This design comes from an exercise in tuning for small area, a short achievable clock period and few clock cycles on the open sky130 flow, not from production work. Function was checked by simulation only, so behaviour that the tests miss may differ from the original. Power and IR drop assume default switching activity.

==> v5: inputs <==
## wordstuf_core
module wordstuf_core (
    input  wire        clk,
    input  wire        rst,
    input  wire        cmd_valid,
    output wire        cmd_ready,
    input  wire [39:0] cmd,
    output reg         rsp_valid,
    output reg         rsp_err,
    output reg         rsp_flag,
    output reg  [31:0] rsp_value
);
    localparam [31:0] MARKER_WORD = 32'hCAFEB8DA;
    localparam [7:0]  MK0 = 8'hDA, MK1 = 8'hB8, MK2 = 8'hFE, MK3 = 8'hCA;
    localparam [7:0] OP_ENC_OFFSET = 8'h01;
    localparam [7:0] OP_DEC_OFFSET = 8'h02;
    localparam [7:0] OP_SCAN_SETW  = 8'h10;
    localparam [7:0] OP_SCAN_GETW  = 8'h11;
    localparam [7:0] OP_SCAN_START = 8'h12;
    localparam [7:0] OP_SCAN_BYTE  = 8'h13;
    localparam [7:0] OP_DEC_INIT   = 8'h20;
    localparam [7:0] OP_DEC_INGEST = 8'h21;
    localparam [7:0] OP_DEC_STATUS = 8'h22;
    localparam [7:0] OP_DEC_LAST   = 8'h23;
    localparam [7:0] OP_ENC_FRAME  = 8'h30;
    localparam [7:0] OP_DST_WRITE  = 8'h40;
    localparam [7:0] OP_DST_READ   = 8'h41;
    localparam [7:0] OP_ENC_WRITE  = 8'h50;
    localparam [7:0] OP_ENC_READ   = 8'h51;
    localparam [2:0] ST_PARSING        = 3'd0;
    localparam [2:0] ST_DST_OVERRUN    = 3'd1;
    localparam [2:0] ST_OFFSET_TOO_BIG = 3'd2;
    localparam [2:0] ST_OFFSET_ODD     = 3'd4;
    function [7:0] mk_lane(input [1:0] k, input [1:0] a);
        case (k - a)
            2'd0: mk_lane = MK0;
            2'd1: mk_lane = MK1;
            2'd2: mk_lane = MK2;
            default: mk_lane = MK3;
        endcase
    endfunction
    function [15:0] quad_rows(input [5:0] a);
  ...
export LEC_CHECK = 0
export CAP_MARGIN = 20
export CORE_MARGIN = 2
export CORE_UTILIZATION = 40
export SLEW_MARGIN = 20
create_clock -name core_clock -period 12.0 [get_ports {clk}]
run.sh (not shown) runs the stock make flow with config.mk's settings and CLKGATE_MAP_FILE= SYNTH_SCRIPT=/design/flow/synth_recipe.tcl, a recipe that flattens the netlist after the stock synthesis.
==> v1 (differences from v5) <==
--- a/flow/design.v
+++ b/flow/design.v
@@ -45,82 +45,100 @@
             r1 = a[5:2] + 4'd1;
             for (q = 0; q < 4; q = q + 1)
                 quad_rows[q*4 +: 4] = (q < a[1:0]) ? r1 : a[5:2];
         end
     endfunction
     reg        v_q;
-    reg [39:0] cmd_q;
     reg        f_scan;            
     reg        p_v;               
     reg        f_last;            
     reg        f_wr;              
     reg        f_wd;              
-    wire busy = f_scan | p_v | f_last | f_wr | f_wd;
+    reg        busy;              
     wire hold = v_q & busy;
     assign cmd_ready = !rst & !hold;
-    always @(posedge clk) begin
-        if (!hold) cmd_q <= cmd;
-    end
-    always @(posedge clk) begin
-        if (rst) v_q <= 1'b0;
-        else if (!hold) v_q <= cmd_valid;
-    end
-    wire [7:0]  opcode = cmd_q[39:32];
-    wire [31:0] arg    = cmd_q[31:0];
-    wire [7:0]  in_b   = arg[7:0];
-    wire [5:0]  idx    = arg[13:8];
-    wire        exec   = v_q & !busy;
-    reg legal;
+    wire [7:0]  in_op  = cmd[39:32];
+    wire [31:0] in_arg = cmd[31:0];
+    reg in_legal;
     always @(*) begin
-        case (opcode)
+        case (in_op)
             OP_ENC_OFFSET, OP_DEC_OFFSET, OP_SCAN_SETW:
-                legal = 1'b1;
+                in_legal = 1'b1;
             OP_SCAN_GETW, OP_SCAN_START, OP_DEC_STATUS, OP_DEC_LAST:
-                legal = (arg == 32'd0);
+                in_legal = (in_arg == 32'd0);
             OP_SCAN_BYTE, OP_DEC_INGEST:
-                legal = (arg[31:8] == 24'd0);
+                in_legal = (in_arg[31:8] == 24'd0);
             OP_DEC_INIT:
-                legal = (arg[31:7] == 25'd0) && (arg[6:0] >= 7'd8) && (arg[6:0] <= 7'd64);
+                in_legal = (in_arg[31:7] == 25'd0) && (in_arg[6:0] >= 7'd8) && (in_arg[6:0] <= 7'd64);
             OP_ENC_FRAME:
-                legal = (arg[31:6] == 26'd0) && (arg[5:0] <= 6'd56);
+                in_legal = (in_arg[31:6] == 26'd0) && (in_arg[5:0] <= 6'd56);
             OP_DST_WRITE, OP_ENC_WRITE:
-                legal = (arg[31:14] == 18'd0);
+                in_legal = (in_arg[31:14] == 18'd0);
             OP_DST_READ, OP_ENC_READ:
-                legal = (arg[31:14] == 18'd0) && (arg[7:0] == 8'd0);
+                in_legal = (in_arg[31:14] == 18'd0) && (in_arg[7:0] == 8'd0);
             default:
-                legal = 1'b0;
+                in_legal = 1'b0;
         endcase
     end
-    wire ok = exec & legal;
-    wire is_ingest    = (opcode == OP_DEC_INGEST);
-    wire is_dst_write = (opcode == OP_DST_WRITE);
-    wire is_enc_write = (opcode == OP_ENC_WRITE);
-    wire is_enc_frame = (opcode == OP_ENC_FRAME);
+    reg [31:0] arg;
+    reg        legal;
+    reg        is_enc_offset, is_dec_offset, is_scan_setw, is_scan_getw, is_scan_start,
+               is_scan_byte, is_dec_init, is_ingest, is_dec_status, is_dec_last,
+               is_enc_frame, is_dst_write, is_dst_read, is_enc_write, is_enc_read;
+    always @(posedge clk) begin
+        if (!hold) begin
+            arg           <= in_arg;
+            legal         <= in_legal;
+            is_enc_offset <= (in_op == OP_ENC_OFFSET);
+            is_dec_offset <= (in_op == OP_DEC_OFFSET);
+            is_scan_setw  <= (in_op == OP_SCAN_SETW);
+            is_scan_getw  <= (in_op == OP_SCAN_GETW);
+            is_scan_start <= (in_op == OP_SCAN_START);
+            is_scan_byte  <= (in_op == OP_SCAN_BYTE);
+            is_dec_init   <= (in_op == OP_DEC_INIT);
+            is_ingest     <= (in_op == OP_DEC_INGEST);
+            is_dec_status <= (in_op == OP_DEC_STATUS);
+            is_dec_last   <= (in_op == OP_DEC_LAST);
+            is_enc_frame  <= (in_op == OP_ENC_FRAME);
+            is_dst_write  <= (in_op == OP_DST_WRITE);
+            is_dst_read   <= (in_op == OP_DST_READ);
+            is_enc_write  <= (in_op == OP_ENC_WRITE);
+            is_enc_read   <= (in_op == OP_ENC_READ);
+        end
+    end
+    always @(posedge clk) begin
+        if (rst) v_q <= 1'b0;
+        else if (!hold) v_q <= cmd_valid;
+    end
+    wire [7:0]  in_b   = arg[7:0];
+    wire [5:0]  idx    = arg[13:8];
+    wire        exec   = v_q & !busy;
+    wire        ok     = exec & legal;
     reg [7:0]  dst [0:63];
     reg [7:0]  enc [0:63];
     reg [31:0] scn_w;
     reg [31:0] scn_p;
     reg        dec_ovr;           
     reg [2:0]  dec_last;
     reg [6:0]  dec_cur;
     reg [1:0]  dec_k;             
     reg [6:0]  dec_cap;
     reg [5:0]  walk_n;            
-    reg [15:0] walk_rows;         
     reg [6:0]  walk_t;            
     reg [6:0]  wf_b0;             
     reg        wf_big;            
     reg        wf_huge;           
     reg [5:0]  enc_len;
     reg [3:0]  enc_row;           
     reg [6:0]  enc_rem;           
     reg [23:0] enc_carry;         
     reg [3:0]  p_hitv;            
     reg        p_last;            
     reg [5:0]  enc_dist;          
     reg [5:0]  enc_slot;          
+    wire [15:0] walk_rows = quad_rows(walk_n);
     wire [15:0] dst_rrows = f_wr ? walk_rows : {4{idx[5:2]}};
     wire [3:0]  enc_rrow  = f_scan ? enc_row : idx[5:2];
     wire [7:0]  dst_lane [0:3];
     wire [7:0]  enc_lane [0:3];
     genvar gk, gm;
     generate
@@ -235,38 +253,37 @@
     reg [31:0] r_value;
     always @(*) begin
         r_valid = 1'b0; r_err = 1'b0; r_flag = 1'b0; r_value = 32'd0;
         if (exec) begin
             r_valid = 1'b1;
             if (!legal) r_err = 1'b1;
-            else case (opcode)
-                OP_ENC_OFFSET: r_value = {arg[30:7], 1'b0, arg[6:0]};
-                OP_DEC_OFFSET: begin
+            else begin
+                if (is_enc_offset) r_value = {arg[30:7], 1'b0, arg[6:0]};
+                if (is_dec_offset) begin
                     r_flag  = arg[31];
                     r_value = {1'b0, arg[31:8], arg[6:0]};
                 end
-                OP_SCAN_GETW: r_value = scn_w;
-                OP_SCAN_BYTE: begin
+                if (is_scan_getw) r_value = scn_w;
+                if (is_scan_byte) begin
                     r_flag  = (scn_w_next == MARKER_WORD);
                     r_value = scn_p_next;
                 end
-                OP_DEC_INGEST: begin
+                if (is_ingest) begin
                     if (h_walk)
                         r_valid = 1'b0;              
                     else if (dec_complete && !dec_ovr && !h_c0 && !h_odd0 && !h3[7] && h_end) begin
                         r_flag  = 1'b1;
                         r_value = {25'd0, h_t};
                     end
                 end
-                OP_DEC_STATUS: r_value = {31'd0, dec_ovr};
-                OP_DEC_LAST:   r_value = {29'd0, dec_last};
-                OP_ENC_FRAME:  r_valid = 1'b0;       
-                OP_DST_READ:   r_value = {24'd0, dst_lane[idx[1:0]]};
-                OP_ENC_READ:   r_value = {24'd0, enc_lane[idx[1:0]]};
-                default: ;
-            endcase
+                if (is_dec_status) r_value = {31'd0, dec_ovr};
+                if (is_dec_last)   r_value = {29'd0, dec_last};
+                if (is_enc_frame)  r_valid = 1'b0;   
+                if (is_dst_read)   r_value = {24'd0, dst_lane[idx[1:0]]};
+                if (is_enc_read)   r_value = {24'd0, enc_lane[idx[1:0]]};
+            end
         end
         if (f_wd && w_stop) begin
             r_valid = 1'b1;
             if (!wf_huge && w_end) begin
                 r_flag  = 1'b1;
                 r_value = {25'd0, dec_cur - 7'd7};
@@ -282,12 +299,19 @@
         rsp_flag  <= r_flag;
         rsp_value <= r_value;
         if (rst) rsp_valid <= 1'b0;
         else     rsp_valid <= r_valid;
     end
     always @(posedge clk) begin
+        if (rst)
+            busy <= 1'b0;
+        else
+            busy <= f_scan || f_wr || (f_wd && !w_stop) || (p_v && p_last && p_hit) ||
+                    (ok && is_enc_frame) || (ok && is_ingest && h_walk);
+    end
+    always @(posedge clk) begin
         if (rst) begin
             f_scan   <= 1'b0;
             p_v      <= 1'b0;
             f_last   <= 1'b0;
             f_wr     <= 1'b0;
             f_wd     <= 1'b0;
@@ -297,27 +321,27 @@
             dec_last <= ST_PARSING;
             dec_cur  <= 7'd0;
             dec_k    <= 2'd0;
             dec_cap  <= 7'd64;
         end else begin
             if (ok) begin
-                case (opcode)
-                    OP_SCAN_SETW:  scn_w <= arg;
-                    OP_SCAN_START: scn_p <= 32'd0;
-                    OP_SCAN_BYTE: begin
-                        scn_w <= scn_w_next;
-                        scn_p <= scn_p_next;
-                    end
-                    OP_DEC_INIT: begin
+                if (is_scan_setw)  scn_w <= arg;
+                if (is_scan_start) scn_p <= 32'd0;
+                if (is_scan_byte) begin
+                    scn_w <= scn_w_next;
+                    scn_p <= scn_p_next;
+                end
+                case (1'b1)
+                    is_dec_init: begin
                         dec_cap  <= arg[6:0];
                         dec_ovr  <= 1'b0;
                         dec_cur  <= 7'd0;
                         dec_k    <= 2'd0;
                         dec_last <= ST_PARSING;
                     end
-                    OP_DEC_INGEST: begin
+                    is_ingest: begin
                         if (!dec_complete) begin
                             dec_k <= dec_k_next;
                             if (!dec_ovr) begin
                                 if (dec_room) dec_cur <= dec_cur + 7'd1;
                                 else          dec_ovr <= 1'b1;
                             end
@@ -340,13 +364,13 @@
                             else begin
                                 dec_cur <= dec_cur;
                                 f_wr    <= 1'b1;
                             end
                         end
                     end
-                    OP_ENC_FRAME: begin
+                    is_enc_frame: begin
                         if (arg[5:0] == 6'd0) f_last <= 1'b1;
                         else                  f_scan <= 1'b1;
                     end
                     default: ;
                 endcase
             end
@@ -374,24 +398,22 @@
         wf_big  <= f_big;
         wf_huge <= f_huge;
         p_hitv  <= e_hitv;
         p_last  <= e_last;
         if (!busy) begin
             walk_n    <= h_n;
-            walk_rows <= quad_rows(h_n);
             walk_t    <= h_t - {1'b0, h0[6:0]} - 7'd4;
             enc_len   <= arg[5:0];
             enc_row   <= 4'd1;
             enc_rem   <= {1'b0, arg[5:0]} - 7'd1;
             enc_carry <= 24'd0;
             enc_dist  <= 6'd61;                  
             enc_slot  <= 6'd0;
         end else begin
             if (f_wd) begin
                 walk_n    <= w_n;
-                walk_rows <= quad_rows(w_n);
                 walk_t    <= w_t;
             end
             if (f_scan) begin
                 enc_row   <= enc_row + 4'd1;
                 enc_rem   <= enc_rem - 7'd4;
                 enc_carry <= ewin[55:32];
==> flow/flow/run.sh (new file) <==
#!/bin/bash
# The standard layout (standard.sh, all steps), with one change: the buffers
# that ORFS puts on every input and output port are sky130_fd_sc_hd__buf_2
# instead of the platform's default delay buffer. The whole flow's output is
# kept in flow_standard.log in the work folder; ORFS's per-step logs are under
# orfs/logs.
set -euo pipefail
export BUFFER_PORTS_ARGS="-buffer_cell sky130_fd_sc_hd__buf_2"
bash standard.sh > flow_standard.log 2>&1
==> flow/standard.sh (new file) <==
#!/bin/bash
# synth_recipe.tcl (not shown) runs the flow's synth.tcl, then flattens the netlist and writes it again
# the make line also repeats each setting of config.mk as NAME=value (left out here)
make -C /OpenROAD-flow-scripts/flow DESIGN_CONFIG=/design/flow/config.mk WORK_HOME=/design/flow/orfs CLKGATE_MAP_FILE= SYNTH_SCRIPT=/design/flow/synth_recipe.tcl "${@:-finish}"
--- a/flow/config.mk
+++ b/flow/config.mk
@@ -4,8 +4,11 @@
 export VERILOG_FILES = /design/flow/design.v
 export SDC_FILE = /design/flow/constraint.sdc
 export NUM_CORES = 4
 export LEC_CHECK = 0
 export CAP_MARGIN = 20
 export CORE_MARGIN = 2
-export CORE_UTILIZATION = 40
+export CORE_UTILIZATION = 60
+export CTS_BUF_LIST = sky130_fd_sc_hd__clkbuf_8
+export CTS_CLUSTER_DIAMETER = 35
+export CTS_CLUSTER_SIZE = 10
 export SLEW_MARGIN = 20
removed: flow/run.sh
==> comparison table <==
| metric | v1 | v5 |
|---|---|---|
| Number of combinational gates with multiple inputs | 2927 | 2861 |
| Rows | 113 | 138 |
| Sequential logic power | 4840 µW | 4860 µW |
| Via count | 40900 | 41300 |
| Adder-cell share of the synthesized area | 2.28% | 2.34% |
| Arrival time of data at the critical path endpoint | 2.91 ns | 6.51 ns |
| Number of enable flip-flop cells after synthesis | 1098 | 1102 |
| Path depth of the worst reg2reg path | 12 | 13 |
| Min-Delay Startpoint | dec_cap[2] | enc_carry[4] |
| Fraction of power spent switching nets | 23.8% | 23.5% |
| Worst min-delay path endpoint | dec_cap[2] | enc_carry[4] |
| Endpoint of the worst-slack reg-to-reg timing path | wf_big | enc[26][3] |
| Area of the placeable core | 94700 µm² | 141000 µm² |
| Dpl cells | 5752 | 6302 |
| Critical path depth in cells | 3 | 13 |
| Worst path max stage delay | 0.29 ns | 0.84 ns |
| Share of cell area taken by muxes after synthesis | 3.77% | 1.52% |
| Outcome | timing/DRC/antenna clean | timing/DRC/antenna clean |
Testbench counts of v5, summed over its fixed seeds: cycles 47,848.
Testbench counts of v1, summed over its fixed seeds: cycles 47,848.

==> separate check: timing with driven ports <==
The results above use ideal ports. As a check the final layouts listed here were re-extracted and re-timed, cells and wires unchanged. Step 1 (the two cells are an assumption about what drives the block):
set clk [get_ports {clk}]
set_driving_cell -lib_cell sky130_fd_sc_hd__clkbuf_16 $clk
set_driving_cell -lib_cell sky130_fd_sc_hd__buf_2 [delete_from_list [all_inputs] $clk]
Step 2 moves the port delays by t, midway between the first and last clock arrival at a register: inputs arrive t later, outputs are due t later. That takes back most of the time a late clock gives input paths. a / b / c = ideal / step 1 / step 2; a / b = the first two.
run | t, ns | setup WS [ns] | worst hold slack (ns)
v5 | 0.848 | 5.895 / 5.895 / 5.895 | 0.463 / 0.463 / 0.463
v1 | 0.941 | 6.694 / 6.670 / 6.670 | 0.457 / 0.457 / 0.457
After both steps setup and hold are still met in every run listed. The setup slack of v1, which loses most, moves by -0.024 ns with the drivers and by -0.024 ns with both steps.
